What follows belongs to an exercise in optimizing a design on an open flow for small area, a short achievable clock period and few clock cycles; a production flow would make more cautious choices.
Function was checked by simulation only, so behaviour that the tests miss may differ from the original.
Power and IR drop assume default switching activity.

the baseline:
==> flow/design.v (excerpt) <==
module nrle (
    input             clk,
    input             rst,
    input             reg_we,
    input      [4:0]  reg_addr,
    input      [31:0] reg_wdata,
    output reg [31:0] reg_rdata,
    output            busy,
    output            done,
    output reg        src_re,
    output     [15:0] src_addr,
    input      [7:0]  src_rdata,
    output reg        dst_we,
    output     [15:0] dst_addr,
    output reg [7:0]  dst_wdata
);
export LEC_CHECK = 0
export CAP_MARGIN = 20
export CORE_MARGIN = 2
export CORE_UTILIZATION = 60
export CTS_BUF_LIST = sky130_fd_sc_hd__clkbuf_8
export SETUP_SLACK_MARGIN = 4.6
export SLEW_MARGIN = 20
export SYNTH_HIERARCHICAL = 1
create_clock -name core_clock -period 10.0 [get_ports {clk}]
standard.sh (not shown) runs the stock make flow with config.mk's settings and CLKGATE_MAP_FILE= SYNTH_SCRIPT=/design/flow/synth_recipe.tcl, a recipe that flattens the netlist after the stock synthesis.
==> flow/flow/run.sh <==
#!/bin/bash
# The standard layout (standard.sh: standard synthesis, then ORFS to finish), with one
# change: the port buffers that buffer_ports inserts are buf_2 cells instead of the delay
# buffers it picks by default. Every port still gets its buffer. make's full output goes to
# flow_make.log in this folder; ORFS keeps each step's log under orfs/logs.
set -o pipefail
bash standard.sh BUFFER_PORTS_ARGS="-buffer_cell sky130_fd_sc_hd__buf_2" finish > flow_make.log 2>&1
Testbench counts of the baseline, summed over its fixed seeds: cycles 190,696.
The following lists how the candidate was set up differently from the baseline:
--- a/flow/design.v
+++ b/flow/design.v
@@ -90,16 +90,13 @@
                 c = c & x[i];
             end
         end
     endfunction
     wire res_ok = !st_busy && !st_err;
     wire [9:0] sel;
-    wire [3:0] adr_lo;
-    wire [2:0] adr_hi;
-    nrle_pdec u_pdec (.addr(reg_addr), .lo(adr_lo), .hi(adr_hi));
-    nrle_rsel u_rsel (.lo(adr_lo), .hi(adr_hi), .ok(res_ok), .err(st_err), .sel(sel));
+    nrle_rdec u_rdec (.addr(reg_addr), .ok(res_ok), .err(st_err), .sel(sel));
     wire [31:0] rdata;
     wire [15:0] st_bits = {8'd0, err_code, 1'b0, st_err, st_done, st_busy};
     wire [15:0] ct_bits = {11'd0, map, op, 1'b0};
     genvar gi;
     generate
         for (gi = 0; gi < 4; gi = gi + 1) begin : g_lo
@@ -125,21 +122,21 @@
     wire ph_ef  = (phase == P_EF);
     wire ph_ep  = (phase == P_EP);
     wire ph_dec = (phase == P_DEC);
     wire [15:0] lim    = op[0] ? src_len : cell_count;
     wire        d_odd  = !op[0] && cell_count[0];
     wire [16:0] s_sum, d_sum;
-    nrle_add16 u_sadd (.a(src_base), .b(lim), .s(s_sum));
+    nrle_add16 u_sadd (.a(src_base), .b(a), .s(s_sum));
     nrle_add16 u_dadd (.a(dst_base), .b(o), .s(d_sum));
     wire        win_ovf = (s_sum[16] && (s_sum[15:0] != 16'd0)) ||
                           (d_sum[16] && (d_odd || (d_sum[15:0] != 16'd0)));
-    assign src_addr = a;
+    assign src_addr = s_sum[15:0];
     assign dst_addr = d_sum[15:0];
     wire [16:0] a_inc17 = rinc({1'b0, a}, 1'b1);
     wire [15:0] a_inc   = a_inc17[15:0];
-    wire        a_last  = (a_inc == s_sum[15:0]);
+    wire        a_last  = (a_inc == lim);
     wire [16:0] o_inc17 = rinc({1'b0, o}, 1'b1);
     wire [15:0] o_inc   = o_inc17[15:0];
     wire        o_last  = (o_inc == cell_count);
     wire [4:0] r     = cnt;
     wire       r_nz  = (r != 5'd0);
     wire       e_two = (r >= 5'd2);
@@ -316,14 +313,16 @@
         if (srst || ph_fin)
             o <= 16'd0;
         else if (start)
             o <= reg_wdata[1] ? cell_count : {1'b0, cell_count[15:1]};
         else if (dst_we)
             o <= o_inc;
-        if (start || (src_re && a_last && ph_e1))
-            a <= src_base;
+        if (start)
+            a <= reg_wdata[1] ? src_len : cell_count;
+        else if (ph_fin || (src_re && a_last && ph_e1))
+            a <= 16'd0;
         else if (src_re)
             a <= a_inc;
         if (srst || start || fin)
             rd_on <= 1'b0;
         else if (go)
             rd_on <= l_nz;
@@ -425,42 +424,28 @@
     assign c[8]  = g0[8]  | (p0[8]  & c[7]);
     assign c[10] = g0[10] | (p0[10] & c[9]);
     assign c[12] = g0[12] | (p0[12] & c[11]);
     assign c[14] = g0[14] | (p0[14] & c[13]);
     assign s = {c[15], p0 ^ {c[14:0], 1'b0}};
 endmodule
-module nrle_pdec (
+module nrle_rdec (
     input  [4:0] addr,
-    output [3:0] lo,
-    output [2:0] hi
-);
-    assign lo[0] = (addr[1:0] == 2'd0);
-    assign lo[1] = (addr[1:0] == 2'd1);
-    assign lo[2] = (addr[1:0] == 2'd2);
-    assign lo[3] = (addr[1:0] == 2'd3);
-    assign hi[0] = (addr[4:2] == 3'd0);
-    assign hi[1] = (addr[4:2] == 3'd1);
-    assign hi[2] = (addr[4:2] == 3'd2);
-endmodule
-module nrle_rsel (
-    input  [3:0] lo,
-    input  [2:0] hi,
     input        ok,      
     input        err,     
     output [9:0] sel
 );
-    assign sel[0] = hi[0] && lo[0];                                   
-    assign sel[1] = hi[0] && lo[1];                                   
-    assign sel[2] = hi[0] && lo[2];                                   
-    assign sel[3] = hi[0] && lo[3];                                   
-    assign sel[4] = hi[1] && lo[0];                                   
-    assign sel[5] = hi[1] && lo[1];                                   
-    assign sel[6] = hi[1] && lo[2] && ok;                             
-    assign sel[7] = (hi[1] && lo[3] && ok) || (hi[2] && lo[0] && err);  
-    assign sel[8] = hi[2] && lo[1];                                   
-    assign sel[9] = hi[2] && lo[2];                                   
+    assign sel[0] = (addr == 5'd0);
+    assign sel[1] = (addr == 5'd1);
+    assign sel[2] = (addr == 5'd2);
+    assign sel[3] = (addr == 5'd3);
+    assign sel[4] = (addr == 5'd4);
+    assign sel[5] = (addr == 5'd5);
+    assign sel[6] = (addr == 5'd6) && ok;
+    assign sel[7] = ((addr == 5'd7) && ok) || ((addr == 5'd8) && err);
+    assign sel[8] = (addr == 5'd9);
+    assign sel[9] = (addr == 5'd10);
 endmodule
 module nrle_ror10 (input [9:0] s, input [9:0] d, output y);
     assign y = |(s & d);
 endmodule
 module nrle_ror8 (input [7:0] s, input [7:0] d, output y);
     assign y = |(s & d);
Findings:
The candidate ends up with lower sequential fraction of total cell area than the baseline does.
On normalized max-slew margin, the candidate does worse than the baseline.
In the candidate, the share of total power in the clock network came out 7.1 points below the value in the baseline.
Post-detailed-placement half-perimeter wirelength delta (the baseline -> the candidate): insignificant
Per the comparison of the candidate with the baseline, cell area after synthesis higher; via count shows an increase of 181; number of placed instances, taps included went up by 2.5%.
Compared with the baseline, the candidate is the more power-hungry design.
Diff the baseline -> the candidate: number of instances in the synthesized netlist up 41, final worst setup slack flat, proportion of layout cells with a drive suffix above 1 down 3.9 points, design area up 130 sq um.
Testbench counts of the candidate, summed over its fixed seeds: cycles 190,696.

[port drivers added, routing unchanged]
The flow's constraints put no driver on any port. The routed layouts listed below were extracted and timed again, unchanged, in two steps. Step 1 sets driving cells, clkbuf_16 on the clock port and buf_2 on the other inputs (assumed; they add their load-dependent delay and slew). Step 2 moves the port delays by t, midway between the first and last clock arrival at a register: inputs arrive t later, outputs are due t later. That takes back most of the time a late clock gives input paths. Three values: ideal ports, drivers, drivers and shift; two values: the first two.
run	t (ns)	slack for setup (ns)	latest minus earliest clock arrival (ns)
the baseline	0.510	4.606 / 4.574 / 4.574	0.018 / 0.019
the candidate	0.511	4.605 / 4.540 / 4.540	0.014 / 0.014
After both steps every run listed still meets setup and hold. The setup slack of the candidate, which loses most, moves by -0.065 ns with the drivers and by -0.065 ns with both steps.
